Background: an optimization exercise with open tools, aiming at small area, a short achievable clock period and few clock cycles. Do not read the settings as production practice. Power figures rest on the tool's default switching activity, not on a simulated workload.

== main ==
==> flow/design.v <==
`timescale 1ns/1ps
module symcodec_rx (
    input  wire        clk,
    input  wire        rst,
    input  wire        in_valid,
    output wire        in_ready,
    input  wire [63:0] in_data,     
    input  wire [3:0]  in_groups,   
    input  wire        in_last,     
    output reg         out_valid,
    output reg  [7:0]  out_byte,
    output reg  [2:0]  out_kind,    
    output reg         done,
    output wire [1:0]  res,         
    output wire [3:0]  cause,       
    output wire        chkmis,
    output wire [15:0] clean_bits,
    output wire [15:0] n_bytes,
    output wire [31:0] pre,
    output wire [15:0] len,
    output wire [7:0]  stored_chk,
    output wire [7:0]  calc_chk,
    output wire [15:0] bad_index,
    output wire [5:0]  bad_win
);
    localparam [2:0] K_PRE = 3'd0, K_LEN = 3'd1, K_PAY = 3'd2, K_CHK = 3'd3, K_TRAIL = 3'd4;
    function [4:0] dec6;
        input [5:0] cw;
        begin
            case (cw)
                6'd13: dec6 = {1'b1, 4'h0};
                6'd14: dec6 = {1'b1, 4'h1};
                6'd19: dec6 = {1'b1, 4'h2};
                6'd21: dec6 = {1'b1, 4'h3};
                6'd22: dec6 = {1'b1, 4'h4};
                6'd25: dec6 = {1'b1, 4'h5};
                6'd26: dec6 = {1'b1, 4'h6};
                6'd28: dec6 = {1'b1, 4'h7};
                6'd35: dec6 = {1'b1, 4'h8};
                6'd37: dec6 = {1'b1, 4'h9};
                6'd38: dec6 = {1'b1, 4'hA};
                6'd41: dec6 = {1'b1, 4'hB};
                6'd42: dec6 = {1'b1, 4'hC};
                6'd44: dec6 = {1'b1, 4'hD};
                6'd49: dec6 = {1'b1, 4'hE};
                6'd50: dec6 = {1'b1, 4'hF};
                default: dec6 = 5'd0;
            endcase
        end
    endfunction
    function [5:0] rev6;
        input [5:0] v;
        rev6 = {v[0], v[1], v[2], v[3], v[4], v[5]};
    endfunction
    function [7:0] join4;
        input [3:0] a;
        input [2:0] na;
        input [3:0] b;
        integer i;
        begin
            for (i = 0; i < 8; i = i + 1)
                join4[i] = (i < na) ? a[i] : (i - na < 4) ? b[i - na] : 1'b0;
        end
    endfunction
    assign in_ready = 1'b1;
    integer k, j;
    reg [7:0] s1_cl;         
    reg [7:0] s1_b;          
    reg       s1_last;
    reg [7:0] cl_in;
    always @(*) begin
        for (k = 0; k < 8; k = k + 1)
            cl_in[k] = in_valid && (in_groups > k) &&
                       ((in_data[8*k +: 8] == 8'h00) || (in_data[8*k +: 8] == 8'hFF));
    end
    always @(posedge clk) begin
        for (k = 0; k < 8; k = k + 1)
            s1_b[k] <= in_data[8*k];
        if (rst) begin
            s1_cl   <= 8'd0;
            s1_last <= 1'b0;
        end else begin
            s1_cl   <= cl_in;
            s1_last <= in_valid && in_last;
        end
    end
    reg [7:0] s2_c;          
    reg [3:0] s2_n;          
    reg       s2_last;
    reg [1:0] pb [0:3];      
    reg [1:0] pn [0:3];      
    reg [3:0] qb [0:1];      
    reg [2:0] qn [0:1];
    reg [7:0] c_cmp;
    reg [3:0] n_cmp;
    always @(*) begin
        for (k = 0; k < 4; k = k + 1) begin
            pb[k][0] = s1_cl[2*k] ? s1_b[2*k] : s1_b[2*k+1];
            pb[k][1] = s1_b[2*k+1];
            pn[k]    = {1'b0, s1_cl[2*k]} + {1'b0, s1_cl[2*k+1]};
        end
        for (k = 0; k < 2; k = k + 1) begin
            qb[k][0] = (pn[2*k] != 2'd0) ? pb[2*k][0] : pb[2*k+1][0];
            qb[k][1] = (pn[2*k] == 2'd2) ? pb[2*k][1] :
                       (pn[2*k] == 2'd1) ? pb[2*k+1][0] : pb[2*k+1][1];
            qb[k][2] = (pn[2*k] == 2'd2) ? pb[2*k+1][0] : pb[2*k+1][1];
            qb[k][3] = pb[2*k+1][1];
            qn[k]    = {1'b0, pn[2*k]} + {1'b0, pn[2*k+1]};
        end
        c_cmp = join4(qb[0], qn[0], qb[1]);
        n_cmp = {1'b0, qn[0]} + {1'b0, qn[1]};
    end
    always @(posedge clk) begin
        s2_c <= c_cmp;
        if (rst) begin
            s2_n    <= 4'd0;
            s2_last <= 1'b0;
        end else begin
            s2_n    <= n_cmp;
            s2_last <= s1_last;
        end
    end
    reg [4:0] acc;           
    reg [2:0] acc_n;         
    reg [11:0] s3_w;         
    reg        s3_g0;        
    reg        s3_b0;        
    reg        s3_g1;        
    reg        s3_b1;        
    reg [3:0]  s3_n;         
    reg        s3_last;
    reg [12:0] seq;
    reg [3:0]  tot;
    reg [1:0]  nw;
    reg [4:0]  acc_nx;
    reg [2:0]  accn_nx;
    always @(*) begin
        for (j = 0; j < 13; j = j + 1) begin
            if (j < acc_n)
                seq[j] = (j < 5) ? acc[j] : 1'b0;
            else if (j - acc_n < 8)
                seq[j] = s2_c[j - acc_n];
            else
                seq[j] = 1'b0;
        end
        tot = {1'b0, acc_n} + s2_n;
        if (tot >= 4'd12) begin
            nw      = 2'd2;
            acc_nx  = {4'd0, seq[12]};
            accn_nx = tot[2:0] - 3'd4;        
        end else if (tot >= 4'd6) begin
            nw      = 2'd1;
            acc_nx  = seq[10:6];
            accn_nx = tot[2:0] - 3'd6;        
        end else begin
            nw      = 2'd0;
            acc_nx  = seq[4:0];
            accn_nx = tot[2:0];
        end
    end
    wire [4:0] dm0 = dec6(seq[5:0]);
    wire [4:0] dm1 = dec6(seq[11:6]);
    wire       m0  = dm0[4];
    wire       m1  = dm1[4];
    always @(posedge clk) begin
        acc  <= acc_nx;
        s3_w <= seq[11:0];
        if (rst) begin
            acc_n   <= 3'd0;
            s3_g0   <= 1'b0;
            s3_b0   <= 1'b0;
            s3_g1   <= 1'b0;
            s3_b1   <= 1'b0;
            s3_n    <= 4'd0;
            s3_last <= 1'b0;
        end else begin
            acc_n   <= s2_last ? 3'd0 : accn_nx;
            s3_g0   <= (nw != 2'd0) &&  m0;
            s3_b0   <= (nw != 2'd0) && !m0;
            s3_g1   <= nw[1] && m0 &&  m1;
            s3_b1   <= nw[1] && m0 && !m1;
            s3_n    <= s2_n;
            s3_last <= s2_last;
        end
    end
    reg        aborted;
    reg        have_low;
    reg [3:0]  low_nib;
    reg [15:0] byte_cnt;
    reg [15:0] clean_cnt;
    reg [31:0] pre_r;
    reg [15:0] len_r;
    reg [7:0]  xor_r;
    reg [7:0]  stored_r;
    reg        got_chk;
    reg        mis_r;        
    reg [5:0]  bad_r;        
    wire        fresh   = done;
    wire        ab_b    = aborted  && !fresh;
    wire        hl_b    = have_low && !fresh;
    wire [15:0] bc_b    = fresh ? 16'd0 : byte_cnt;
    wire [15:0] cc_b    = fresh ? 16'd0 : clean_cnt;
    wire [7:0]  x_b     = fresh ? 8'd0  : xor_r;
    wire        gc_b    = got_chk  && !fresh;
    wire [5:0] w0 = s3_w[5:0];
    wire [5:0] w1 = s3_w[11:6];
    wire [4:0] d0 = dec6(w0);
    wire [4:0] d1 = dec6(w1);
    wire g0   = s3_g0 && !ab_b;
    wire g1   = s3_g1 && !ab_b;
    wire bad0 = s3_b0 && !ab_b;
    wire bad1 = s3_b1 && !ab_b;
    wire bad  = bad0 || bad1;
    wire       byte_go  = hl_b ? g0 : g1;
    wire [7:0] new_byte = hl_b ? {d0[3:0], low_nib} : {d1[3:0], d0[3:0]};
    wire [15:0] chk_pos = len_r + 16'd6;
    wire        at_pre  = fresh || (byte_cnt[15:2] == 14'd0);
    wire        at_len  = !fresh && (byte_cnt[15:1] == 15'd2);
    wire        at_chk  = !fresh && !got_chk && ((byte_cnt[15:3] != 13'd0) || (byte_cnt[2] && byte_cnt[1])) &&
                          (byte_cnt == chk_pos);
    reg  [2:0]  kind;
    always @(*) begin
        if (at_pre)      kind = K_PRE;
        else if (at_len) kind = K_LEN;
        else if (gc_b)   kind = K_TRAIL;
        else if (at_chk) kind = K_CHK;
        else             kind = K_PAY;
    end
    wire ab_nx = ab_b || bad;
    wire gc_nx = gc_b || (byte_go && at_chk);
    wire clr   = s3_last && (ab_nx || !gc_nx);
    wire [7:0] wr_byte = clr ? 8'd0 : new_byte;
    always @(posedge clk) begin
        if (clr || (byte_go && bc_b == 16'd0)) pre_r[7:0]   <= wr_byte;
        if (clr || (byte_go && bc_b == 16'd1)) pre_r[15:8]  <= wr_byte;
        if (clr || (byte_go && bc_b == 16'd2)) pre_r[23:16] <= wr_byte;
        if (clr || (byte_go && bc_b == 16'd3)) pre_r[31:24] <= wr_byte;
        if (clr || (byte_go && bc_b == 16'd4)) len_r[7:0]   <= wr_byte;
        if (clr || (byte_go && bc_b == 16'd5)) len_r[15:8]  <= wr_byte;
        if (clr || (byte_go && at_chk))        stored_r     <= wr_byte;
        if (bad)
            bad_r <= bad0 ? rev6(w0) : rev6(w1);
        out_byte <= new_byte;
        if (g0 && !(hl_b ^ g1))
            low_nib <= g1 ? d1[3:0] : d0[3:0];
        out_kind <= kind;
        if (rst) begin
            aborted   <= 1'b0;
            have_low  <= 1'b0;
            byte_cnt  <= 16'd0;
            clean_cnt <= 16'd0;
            xor_r     <= 8'd0;
            got_chk   <= 1'b0;
            mis_r     <= 1'b0;
            out_valid <= 1'b0;
            done      <= 1'b0;
        end else begin
            aborted   <= ab_nx;
            have_low  <= hl_b ^ g0 ^ g1;
            byte_cnt  <= bc_b + {15'd0, byte_go};
            clean_cnt <= cc_b + {12'd0, s3_n};
            if (clr)
                xor_r <= 8'd0;
            else if (byte_go && kind <= K_PAY)
                xor_r <= x_b ^ new_byte;
            else
                xor_r <= x_b;
            got_chk   <= gc_nx;
            if (clr)
                mis_r <= 1'b0;
            else if (byte_go && at_chk)
                mis_r <= (new_byte != x_b);
            out_valid <= byte_go;
            done      <= s3_last;
        end
    end
    assign res        = {aborted || !got_chk, 1'b1};
    assign cause      = aborted ? 4'd4 : !got_chk ? 4'd5 : mis_r ? 4'd3 : 4'd0;
    assign chkmis     = mis_r;
    assign clean_bits = clean_cnt;
    assign n_bytes    = byte_cnt;
    assign pre        = pre_r;
    assign len        = len_r;
    assign stored_chk = stored_r;
    assign calc_chk   = xor_r;
    assign bad_index  = {byte_cnt[14:0], have_low};
    assign bad_win    = bad_r;
endmodule
Settings: LEC_CHECK=0, ABC_AREA=1, CAP_MARGIN=20, CORE_MARGIN=2, CORE_UTILIZATION=50, SLEW_MARGIN=20; clock period 5.0 ns.
run.sh (not shown) runs the stock make flow with config.mk's settings and CLKGATE_MAP_FILE= SYNTH_SCRIPT=/design/flow/synth_recipe.tcl, a recipe that flattens the netlist after the stock synthesis.
The final layout from main, which completed every stage, passed the timing, DRC and antenna checks at the end of the flow.
Relative to main, the following input files were edited for the feature branch:
--- a/flow/design.v
+++ b/flow/design.v
@@ -192,12 +192,13 @@
     reg [15:0] len_r;
     reg [7:0]  xor_r;
     reg [7:0]  stored_r;
     reg        got_chk;
     reg        mis_r;        
     reg [5:0]  bad_r;        
+    reg        chk_r;
     wire        fresh   = done;
     wire        ab_b    = aborted  && !fresh;
     wire        hl_b    = have_low && !fresh;
     wire [15:0] bc_b    = fresh ? 16'd0 : byte_cnt;
     wire [15:0] cc_b    = fresh ? 16'd0 : clean_cnt;
     wire [7:0]  x_b     = fresh ? 8'd0  : xor_r;
@@ -210,17 +211,18 @@
     wire g1   = s3_g1 && !ab_b;
     wire bad0 = s3_b0 && !ab_b;
     wire bad1 = s3_b1 && !ab_b;
     wire bad  = bad0 || bad1;
     wire       byte_go  = hl_b ? g0 : g1;
     wire [7:0] new_byte = hl_b ? {d0[3:0], low_nib} : {d1[3:0], d0[3:0]};
-    wire [15:0] chk_pos = len_r + 16'd6;
+    wire        is6     = (byte_cnt == 16'd6);
+    wire        ge7     = (byte_cnt[15:3] != 13'd0) || (byte_cnt[2:0] == 3'd7);
     wire        at_pre  = fresh || (byte_cnt[15:2] == 14'd0);
     wire        at_len  = !fresh && (byte_cnt[15:1] == 15'd2);
-    wire        at_chk  = !fresh && !got_chk && ((byte_cnt[15:3] != 13'd0) || (byte_cnt[2] && byte_cnt[1])) &&
-                          (byte_cnt == chk_pos);
+    wire        at_chk  = !fresh && !got_chk &&
+                          (is6 ? (len_r == 16'd0) : (ge7 && chk_r));
     reg  [2:0]  kind;
     always @(*) begin
         if (at_pre)      kind = K_PRE;
         else if (at_len) kind = K_LEN;
         else if (gc_b)   kind = K_TRAIL;
         else if (at_chk) kind = K_CHK;
@@ -241,12 +243,14 @@
         if (bad)
             bad_r <= bad0 ? rev6(w0) : rev6(w1);
         out_byte <= new_byte;
         if (g0 && !(hl_b ^ g1))
             low_nib <= g1 ? d1[3:0] : d0[3:0];
         out_kind <= kind;
+        if (byte_go)
+            chk_r <= (byte_cnt == len_r + 16'd5);
         if (rst) begin
             aborted   <= 1'b0;
             have_low  <= 1'b0;
             byte_cnt  <= 16'd0;
             clean_cnt <= 16'd0;
             xor_r     <= 8'd0;
## What came out
The feature branch vs. main: register area higher, power attributed to combinational cells held.
Re die area: the feature branch is about 0.7% down on main.
Comparing the feature branch and main, the higher transition time at the pin with the least slew margin is on the feature branch.
Summary — slack of the critical path, the feature branch relative to main: lower, by 0.16 ns.
Final standard cell area without fillers on the feature branch is ahead of main.
Function was not checked in any run of this note: the RTL went through the layout flow alone.

## what the ideal ports hide
Ports are ideal in the flow. The routed layouts listed here were re-timed in OpenROAD. Step 1, drivers: a clkbuf_16 drives clk and a buf_2 each remaining input, both assumed. Step 2, shift: input delay + t, output delay - t, t = (earliest + latest rising clock arrival at the registers) / 2. This alone moves slack from input paths to output paths. a / b / c = ideal / step 1 / step 2; a / b = the first two.
run | shift t [ns] | slack for setup (ns) | worst setup path at the end | latest minus earliest clock arrival (ns)
main | 0.477 | 1.606 / 1.606 / 1.606 | register to register | 0.016 / 0.017
the feature branch | 0.476 | 1.448 / 1.448 / 1.448 | register to register | 0.018 / 0.019
After both steps setup and hold are still met in every run listed.
